From an optimization exercise on the open Yosys and OpenROAD flow, aimed at small area, a short achievable clock period and few clock cycles; shortcuts taken in it are not production practice. Function was checked by simulation only, so behaviour that the tests miss may differ from the original. Power and IR drop assume default switching activity.

**flow/design.v**
```verilog
module ia_alu (
    input  wire [2:0] op,
    input  wire [7:0] a,       
    input  wire [7:0] x,       
    output reg  [7:0] r,
    output wire       c,
    output wire       v,
    output reg        z,
    output wire       n
);
    wire       sub = op[0];
    wire [7:0] y   = sub ? ~x : x;
    wire [8:0] s   = {1'b0, a} + {1'b0, y} + {8'd0, sub};
    wire       x0  = (x == 8'h00);
    wire       x80 = (x == 8'h80);
    assign c = s[8] & ~(sub & x0);
    assign v = (sub & x80) ? a[7] : ((a[7] == y[7]) && (s[7] != a[7]));
    wire [7:0] ax   = a ^ x;
    wire [7:0] aox  = a | x;
    wire       zadd = ~ax[0] && (ax[7:1] == aox[6:0]);
    always @(*) begin
        case (op)
            3'd0: begin r = s[7:0]; z = zadd; end
            3'd1: begin r = s[7:0]; z = (a == x); end
            3'd2: begin r = a & x;  z = ((a & x) == 8'h00); end
            3'd3: begin r = a | x;  z = (aox == 8'h00); end
            3'd4: begin r = a ^ x;  z = (ax == 8'h00); end
            default: begin r = ~a;  z = (a == 8'hff); end
        endcase
    end
    assign n = r[7];
endmodule
module ia_mem (
    input  wire       clk,
    input  wire       we,
    input  wire [5:0] waddr,
    input  wire [7:0] wdata,
    input  wire [5:0] raddr,
    output wire [7:0] rdata
);
    reg [7:0] mem [0:63];
    always @(posedge clk)
        if (we) mem[waddr] <= wdata;
    assign rdata = mem[raddr];
endmodule
module ia_cpu (
    input  wire       clk,
    input  wire       rst,           
    input  wire       load_we,       
    input  wire [7:0] load_addr,     
    input  wire [7:0] load_data,
    output wire [7:0] mem_rdata,     
    input  wire       start,         
    output wire       halted,
    output wire       fault,
    output wire [7:0] acc,
    output wire [7:0] pc,
    output wire [3:0] status,        
    output wire       out_valid,
    output wire [7:0] out_data,
    input  wire       out_ready,
    input  wire       in_valid,
    input  wire [7:0] in_data,
    output wire       in_ready
);
    localparam [1:0] S_IDLE = 2'd0, S_RUN = 2'd1, S_HALT = 2'd2;
    localparam [1:0] C_M = 2'd0, C_I = 2'd1, C_O = 2'd2;
    reg [1:0]  run;
    reg        fault_r;
    reg [1:0]  cyc;          
    reg [7:0]  pc_r;         
    reg [7:0]  acc_r;
    reg [3:0]  st;           
    reg [13:0] ir;           
    reg        irv;          
    reg [3:0]  oop;          
    reg        oload;        
    reg [5:0]  ra0, ra1, ra2, ra3;   
    reg [1:0]  wsel;         
    reg [1:0]  osel;         
    reg        pfj;          
    wire running = (run == S_RUN);
    wire cm = (cyc == C_M);
    wire ci = (cyc == C_I);
    wire co = (cyc == C_O);
    wire [5:0] rd0 = running ? ra0 : load_addr[7:2];
    wire [5:0] rd1 = running ? ra1 : load_addr[7:2];
    wire [5:0] rd2 = running ? ra2 : load_addr[7:2];
    wire [5:0] rd3 = running ? ra3 : load_addr[7:2];
    wire [7:0] q0, q1, q2, q3;
    wire       cpu_we;
    wire [7:0] cpu_wa;
    wire       we = running ? cpu_we : ((run == S_IDLE) && load_we);
    wire [7:0] wa = running ? cpu_wa : load_addr;
    wire [7:0] wd = running ? acc_r : load_data;
    ia_mem u_b0 (.clk(clk), .we(we && wa[1:0] == 2'd0), .waddr(wa[7:2]), .wdata(wd), .raddr(rd0), .rdata(q0));
    ia_mem u_b1 (.clk(clk), .we(we && wa[1:0] == 2'd1), .waddr(wa[7:2]), .wdata(wd), .raddr(rd1), .rdata(q1));
    ia_mem u_b2 (.clk(clk), .we(we && wa[1:0] == 2'd2), .waddr(wa[7:2]), .wdata(wd), .raddr(rd2), .rdata(q2));
    ia_mem u_b3 (.clk(clk), .we(we && wa[1:0] == 2'd3), .waddr(wa[7:2]), .wdata(wd), .raddr(rd3), .rdata(q3));
    function [7:0] pick(input [1:0] s, input [7:0] a0, input [7:0] a1, input [7:0] a2, input [7:0] a3);
        case (s)
            2'd0: pick = a0;
            2'd1: pick = a1;
            2'd2: pick = a2;
            default: pick = a3;
        endcase
    endfunction
    wire [7:0] wb0 = pick(wsel,        q0, q1, q2, q3);
    wire [7:0] wb1 = pick(wsel + 2'd1, q0, q1, q2, q3);
    wire [7:0] wb2 = pick(wsel + 2'd2, q0, q1, q2, q3);
    wire [7:0] wb3 = pick(wsel + 2'd3, q0, q1, q2, q3);
    wire [7:0] ob  = pick(running ? osel : load_addr[1:0], q0, q1, q2, q3);
    assign mem_rdata = ob;
    wire [13:0] mi   = {wb0, wb1[5:0]};
    wire [3:0]  op   = cm ? mi[13:10] : (ci ? ir[13:10] : oop);
    wire [1:0]  md   = cm ? mi[9:8]   : (ci ? ir[9:8]   : 2'b00);
    wire [7:0]  opnd = cm ? mi[7:0]   : ir[7:0];
    wire no_opnd  = (op == 4'd5) || (op >= 4'd13);
    wire bad      = !co && md[1];
    wire ind      = !co && md[0] && !no_opnd;    
    wire is_alu   = (op <= 4'd5);
    wire is_read  = (op == 4'd6);
    wire is_write = (op == 4'd7);
    wire is_goto  = (op == 4'd8);
    wire is_br    = (op >= 4'd9) && (op <= 4'd12);
    wire is_out   = (op == 4'd13);
    wire is_in    = (op == 4'd14);
    wire is_end   = (op == 4'd15);
    wire [1:0] br_sel   = op[1:0] - 2'd1;    
    wire       br_taken = st[br_sel];
    wire to_o = !bad && ((cm && (ind || is_read)) ||
                         (ci && ind && is_read) ||
                         (co && is_read && !oload));
    wire [7:0] x = (cm || (ci && !ind)) ? opnd : ob;
    wire ld   = !bad && !to_o && is_read;      
    wire done = running && !bad && !to_o;      
    wire stall = (is_out && !out_ready) || (is_in && !in_valid);
    assign cpu_we = done && is_write;
    assign cpu_wa = x;
    wire [7:0] alu_r;
    wire       alu_c, alu_v, alu_z, alu_n;
    ia_alu u_alu (.op(op[2:0]), .a(acc_r), .x(x),
                  .r(alu_r), .c(alu_c), .v(alu_v), .z(alu_z), .n(alu_n));
    wire [7:0] seq  = co ? pc_r : pc_r + 8'd2;      
    wire       jump = done && (is_goto || (is_br && br_taken));
    wire [1:0]  obank   = osel;
    wire        usesop  = ci && (ind || is_read);
    wire        pf_hit  = usesop && (obank == wsel || obank == wsel + 2'd1);
    wire [13:0] ir_new  = cm ? {wb2, wb3[5:0]} : (ci ? {wb0, wb1[5:0]} : ir);
    wire        ir_ok0  = cm ? !jump : (ci ? (!pf_hit && (pfj == jump)) : (irv && !jump));
    wire        wr_hit  = cpu_we && (x == seq || x == seq + 8'd1);
    wire        ir_ok   = ir_ok0 && !wr_hit;
    wire [3:0] nop      = ir_new[13:10];
    wire       n_noop   = (nop == 4'd5) || (nop >= 4'd13);
    wire       n_useop  = !ir_new[9] && ((ir_new[8] && !n_noop) || nop == 4'd6);
    wire [7:0] na       = ir_new[7:0];
    function [23:0] win(input [7:0] t);
        reg [5:0] i0, i1;
        begin
            i0 = t[7:2];
            i1 = t[7:2] + 6'd1;
            win = {(t[1:0] > 2'd3) ? i1 : i0,        
                   (t[1:0] > 2'd2) ? i1 : i0,        
                   (t[1:0] > 2'd1) ? i1 : i0,        
                   (t[1:0] > 2'd0) ? i1 : i0};       
        end
    endfunction
    wire [7:0]  t_m   = jump ? x : seq;            
    wire        fw    = done && is_alu;
    wire [3:0]  st_n  = fw ? ((op[2:1] == 2'b00) ? {alu_c, alu_v, alu_n, alu_z}
                                                 : {st[3:2], alu_n, alu_z}) : st;
    wire [1:0]  nbsel = nop[1:0] - 2'd1;
    wire        n_pfj = (ir_new[9:8] == 2'b00) &&
                        ((nop == 4'd8) || ((nop >= 4'd9) && (nop <= 4'd12) && st_n[nbsel]));
    wire [7:0]  t_i   = n_pfj ? na : t_m + 8'd2;
    wire [23:0] win_m = win(t_m);
    wire [23:0] win_i = win(t_i);
    wire [7:0] oa = (cm && ind) ? opnd : (cm ? opnd : ob);   
    always @(posedge clk) begin
        if (rst) begin
            run     <= S_IDLE;
            fault_r <= 1'b0;
            cyc     <= C_M;
            pc_r    <= 8'd0;
            acc_r   <= 8'd0;
            st      <= 4'd0;
            ra0 <= 6'd0; ra1 <= 6'd0; ra2 <= 6'd0; ra3 <= 6'd0;
            wsel    <= 2'd0;
            osel    <= 2'd0;
        end else if (run == S_IDLE) begin
            if (start) begin
                run  <= S_RUN;
                cyc  <= C_M;
                ra0 <= 6'd0; ra1 <= 6'd0; ra2 <= 6'd0; ra3 <= 6'd0;
                wsel <= 2'd0;
            end
        end else if (running && !stall) begin
            if (bad) begin
                run     <= S_HALT;
                fault_r <= 1'b1;
                pc_r    <= seq;
            end else if (done && is_end) begin
                run     <= S_HALT;
                pc_r    <= seq;
            end else begin
                if (done && is_alu) begin
                    acc_r <= alu_r;
                    if (op[2:1] == 2'b00) st <= {alu_c, alu_v, alu_n, alu_z};
                    else                  st[1:0] <= {alu_n, alu_z};
                end
                if (done && is_in) acc_r <= in_data;
                if (ld) acc_r <= ob;
                ir  <= ir_new;
                irv <= ir_ok;
                if (to_o) begin
                    cyc   <= C_O;
                    pc_r  <= seq;
                    oop   <= op;
                    oload <= cm ? !ind : 1'b1;
                    osel  <= oa[1:0];
                    ra0 <= oa[7:2]; ra1 <= oa[7:2]; ra2 <= oa[7:2]; ra3 <= oa[7:2];
                end else if (!ir_ok) begin
                    cyc   <= C_M;
                    pc_r  <= t_m;
                    wsel  <= t_m[1:0];
                    {ra3, ra2, ra1, ra0} <= win_m;
                end else begin
                    cyc   <= C_I;
                    pc_r  <= t_m;
                    pfj   <= n_pfj;
                    wsel  <= t_i[1:0];
                    osel  <= na[1:0];
                    ra0 <= (n_useop && na[1:0] == 2'd0) ? na[7:2] : win_i[5:0];
                    ra1 <= (n_useop && na[1:0] == 2'd1) ? na[7:2] : win_i[11:6];
                    ra2 <= (n_useop && na[1:0] == 2'd2) ? na[7:2] : win_i[17:12];
                    ra3 <= (n_useop && na[1:0] == 2'd3) ? na[7:2] : win_i[23:18];
                end
            end
        end
    end
    assign halted    = (run == S_HALT);
    assign fault     = fault_r;
    assign acc       = acc_r;
    assign pc        = pc_r;
    assign status    = st;
    assign out_valid = running && ((cm && mi[13:9] == 5'b11010) || (ci && ir[13:9] == 5'b11010));
    assign out_data  = acc_r;
    assign in_ready  = running && ((cm && mi[13:9] == 5'b11100) || (ci && ir[13:9] == 5'b11100));
endmodule
```
**flow/run.sh**
```bash
#!/bin/bash
# synth_recipe.tcl (not shown) runs the flow's synth.tcl, then flattens the netlist and writes it again
# the make line also repeats each setting of config.mk as NAME=value (left out here)
make -C /OpenROAD-flow-scripts/flow DESIGN_CONFIG=/design/flow/config.mk WORK_HOME=/design/flow/orfs CLKGATE_MAP_FILE= SYNTH_SCRIPT=/design/flow/synth_recipe.tcl finish
```
**flow/config.mk**
```make
export PLATFORM = sky130hd
export DESIGN_NAME = ia_cpu
export DESIGN_NICKNAME = ia_cpu
export VERILOG_FILES = /design/flow/design.v
export SDC_FILE = /design/flow/constraint.sdc
export NUM_CORES = 4
export LEC_CHECK = 0
export CAP_MARGIN = 20
export CORE_MARGIN = 2
export CORE_UTILIZATION = 55
export CTS_BUF_LIST = sky130_fd_sc_hd__clkbuf_8
export CTS_CLUSTER_SIZE = 30
export PLACE_DENSITY = 0.65
export SETUP_SLACK_MARGIN = 2.0
export SLEW_MARGIN = 20
export SYNTH_HIERARCHICAL = 1
export TNS_END_PERCENT = 5
```
**flow/constraint.sdc**
```tcl
create_clock -name core_clock -period 8.0 [get_ports {clk}]
set_input_delay 1.6000 -clock core_clock [delete_from_list [all_inputs] [get_ports {clk}]]
set_output_delay 1.6000 -clock core_clock [all_outputs]
set_load 0.01 [all_outputs]
```
==> metrics.yaml <==
place:
  placed_area_mm2: 0.102
  gp_routability_congestion: 0.971
  place_ws_ps: -1710
  dpl.hpwl_um: 158000
  portBuffers: 69
layout:
  finalNetCount: 6349
  finish.instance_area_mm2: 0.111
  area_growth_pct: 23.9
  multi_input_area_mm2: 0.0266
  fillers: 10700
  layout-drive-gt1-share_pct: 40.5
  seqCellArea_mm2: 0.0632
timing:
  tightest_slew_ps: 1070
  fin_crit_ps: 7690
  fin_ws_ps: 314
  rsz0062_at_grt: "yes"
  finalHoldViolCount: 0
  timing.final.crit_share_pct: 96.1
  max_freq_ghz: 0.130
  maxSlewViolCount: 0
  skew_ps: 88.0
  slew_headroom_pct: 28.7
  finalSetupViolations: 0
die:
  placementRows: 148
  core_area_mm2: 0.162
  die_area_mm2: 0.166
  dieWidth_um: 408
  dieHeight_um: 408
  initial_utilization_pct: 55.3
  ios: 70
critical_path:
  critPathMaxFanout: 7
  cp_common_cell: "buf_12"
  worst-endpoint-arrival_ps: 8590
  crit_path_end_kind: "flop"
  critPathRequiredTime_ps: 8900
  criticalPathCategory: "in -> reg"
  critPathLaunchType: "input port"
  critical-path-max-stage-delay_ps: 540
  cp_slowest_cell: "mux4_2"
global_route:
  grt_max_degree: 145
  grt_pass1_vias: 54100
  antenna_found_initial: 5
  grt-ovfl-total: 0
  grt_pass1_wl_um: 356000
  grtUsageTotal_pct: 29.1
pwr:
  power.total_mw: 41.5
  max-vdd-ir-drop_uv: 339
  leakagePower_nw: 38.1
  powerDensity_mw_per_mm2: 373
logic_synthesis:
  synth-async-reset-ratio_pct: 0
  yosys_warnings: 9
  synth_cells: 4901
  ys_ff_latch: 2122
  netlist_area_mm2: 0.0896
  synth_edf_count: 2069
  avgSynthCellArea_um2: 18.3
  yosysSeqAreaShare_pct: 70.5
  synth_nets: 4972
  synth-main-ff-cell: "edfxtp_1"
  ys_types: 114
detailed_routing:
  top_layer: "met5"
  m1WireLength_um: 101000
  viasPerCell: 6.13
  ant_nets: 0
  vias: 53200
  post-route-drc-count: 0
  first_iter_violations: 6426
  wirelength_um: 241000
  met3WireLength_um: 19700
  drtPass1Iterations: 8
  routed-wl-met2_um: 112000
  wl_per_cell_um: 27.7
clock_network:
  ctsHoldBuffers: 0
  clk_pin_slew_ps: 70
  cts_tree: "yes"
  cts_htree_levels: 5
  cts_inserted_buffers: 349
  cts_sinks: 2122
  clock_path_buffers: 4
  clock-root-buffer: "clkbuf_8"
  clk_latency_ps: 1090
run_status:
  status: "no timing/DRC/antenna violations"
worst_hold_path:
  holdCritPathClass: "reg -> reg"
run:
  max-cap-violations: 0
-- cell families (layout without fill, tap and decap cells) --
kind of cell	after synthesis	count (layout)	share of synthesized area (%)
AOI/OAI and AO/OA	591	591	4.87
buffers and inverters	354	1965	2.11
other	0	1	0
and+or+nand+nor	979	979	5.31
adders and majority gates	41	41	0.581
xor gates and xnor gates	64	64	0.625
muxes	750	750	16.0
DFF	2122	2122	70.5
-- state kept, by name, summed over array words and instances, names as in the netlist, 4 cells and up --
register and count:
u_b0.mem 512, u_b1.mem 512, u_b2.mem 512, u_b3.mem 512, ir 14, acc_r 8
pc_r 8, ra0 6, ra1 6, ra2 6, ra3 6, oop 4
st 4
-- through the flow --
step | hold WS, ps | TNS (ps) | instances | utilization [%]
3_3_place_gp | 438 | -513820 | 7988 | 62.7
2_1_floorplan | 425 | -182 | 4901 | -
6_report | 444 | 0 | 8688 | 68.5
4_1_cts | 448 | 0 | 8674 | 68.1
3_5_place_dp | 438 | -394120 | 7988 | 62.7
5_1_grt | 475 | 0 | 8688 | 68.5
-- synthesized netlist by cell type, types with 51 or more instances --
master	number	area (um2)
nor3_1	61	305
clkbuf_1	100	375
nor2_1	373	1400
mux2i_1	153	1530
o21ai_0	85	425
mux4_2	540	12200
nand2_1	236	886
dfxtp_1	53	1060
inv_1	65	244
a21oi_1	107	536
o22ai_1	72	450
mux2_2	51	574
buf_2	82	410
edfxtp_1	2069	62100
-- cell type report --
class,count,area share (%)
Antenna cell,1,0.00225
Tap cell,2175,2.45
Clock inverter,223,1.06
Sequential cell,2122,56.9
Clock buffer,362,4.49
Inverter,69,0.248
Multi-Input combinational cell,2425,23.9
Timing Repair Buffer,1311,10.9
-- worst max-delay path: cells and delay by family --
family          cells  cell delay, ps
fa+ha+maj           1             220
compound gates     11            2110
mux                 3            1350
buf+inv            13            1650
simple gates       10            1630
-- modules after synthesis, one instance, submodules excluded --
| module | cells inside | flip-flops and latches | copies in the design |
|---|---|---|---|
| ia_mem | 902 | 512 | 4 |
| ia_alu | 203 | 0 | 1 |
| ia_cpu | 1090 | 74 | 1 |
-- per-layer routing --
metal  GRT usage, %  vias up
li1               -    22900
met1           42.4    27500
met2           44.4     2403
met3           5.75      430
met4           10.1        2
met5              0        -
-- placed cells by master (no fill, tap or decap), types with 25 or more instances in the layout --
master | Yosys | final
nor2_4 | 2 | 29
mux4_2 | 540 | 540
clkinv_1 | 1 | 80
inv_1 | 65 | 149
nand3b_1 | 49 | 49
nand3_1 | 47 | 40
nor3_1 | 61 | 41
clkbuf_8 | 0 | 362
o22ai_1 | 72 | 61
xor2_1 | 28 | 25
buf_4 | 47 | 1010
xnor2_1 | 36 | 36
edfxtp_1 | 2069 | 2069
clkinv_2 | 1 | 36
a21oi_1 | 107 | 85
a222oi_1 | 26 | 26
clkdlybuf4s50_1 | 0 | 55
buf_6 | 36 | 93
nor2_1 | 373 | 327
dfxtp_1 | 53 | 51
ha_1 | 40 | 34
mux2_2 | 51 | 46
buf_12 | 0 | 114
nand2_1 | 236 | 193
o211ai_1 | 25 | 25
o21ai_0 | 85 | 61
mux2i_1 | 153 | 132
nand2b_1 | 30 | 29
-- power breakdown --
group | leakage, nW | switching [mW] | total [mW] | internal [mW]
clock | 3.48 | 4.15 | 8.64 | 4.48
sequential | 19.1 | 0.0981 | 13.4 | 13.3
combinational | 15.5 | 10.6 | 19.4 | 8.78
total | 38.1 | 14.9 | 41.5 | 26.6
-- repair_timing --
action / in CTS / in global routing
pin swaps: 134 / 65
endpoints found under the setup margin: 2125 / 2106
resized for setup: 392 / 104
gates cloned: 9 / 0
buffers inserted: 92 / 13
-- path summary, 6_finish.rpt --
check,from,end,slack (ps),cells past startpoint
min,ra2[3],ra2[3],440,2
min reg2reg,ra2[3],ra2[3],440,2
max reg2reg,run[0],ra2[1],400,38
max,load_addr[2],ra2[1],310,38
Testbench counts, summed over its fixed seeds: cycles 42,980.

## separate check: timing with driven ports
No port has a modelled driver above. Below, the same layout with a new extraction and two added sets of constraints.
Step 1 assumes that a clkbuf_16 drives the clock port and a buf_2 every other input.
Step 2, shift: input delay + t, output delay - t, t = (earliest + latest rising clock arrival at the registers) / 2. This alone moves slack from input paths to output paths.
Three values: ideal, step 1, step 2; two values: the first two.
shift t [ns]: 1.119
slack for setup (ns): 0.314 / 0.333 / -0.785
hold WS [ns]: 0.444 / 0.444 / 0.444
Met with ideal ports but missed after step 2: setup timing in this run. For this run, drivers alone change the setup slack by +0.019 ns; drivers and shift together by -1.099 ns.
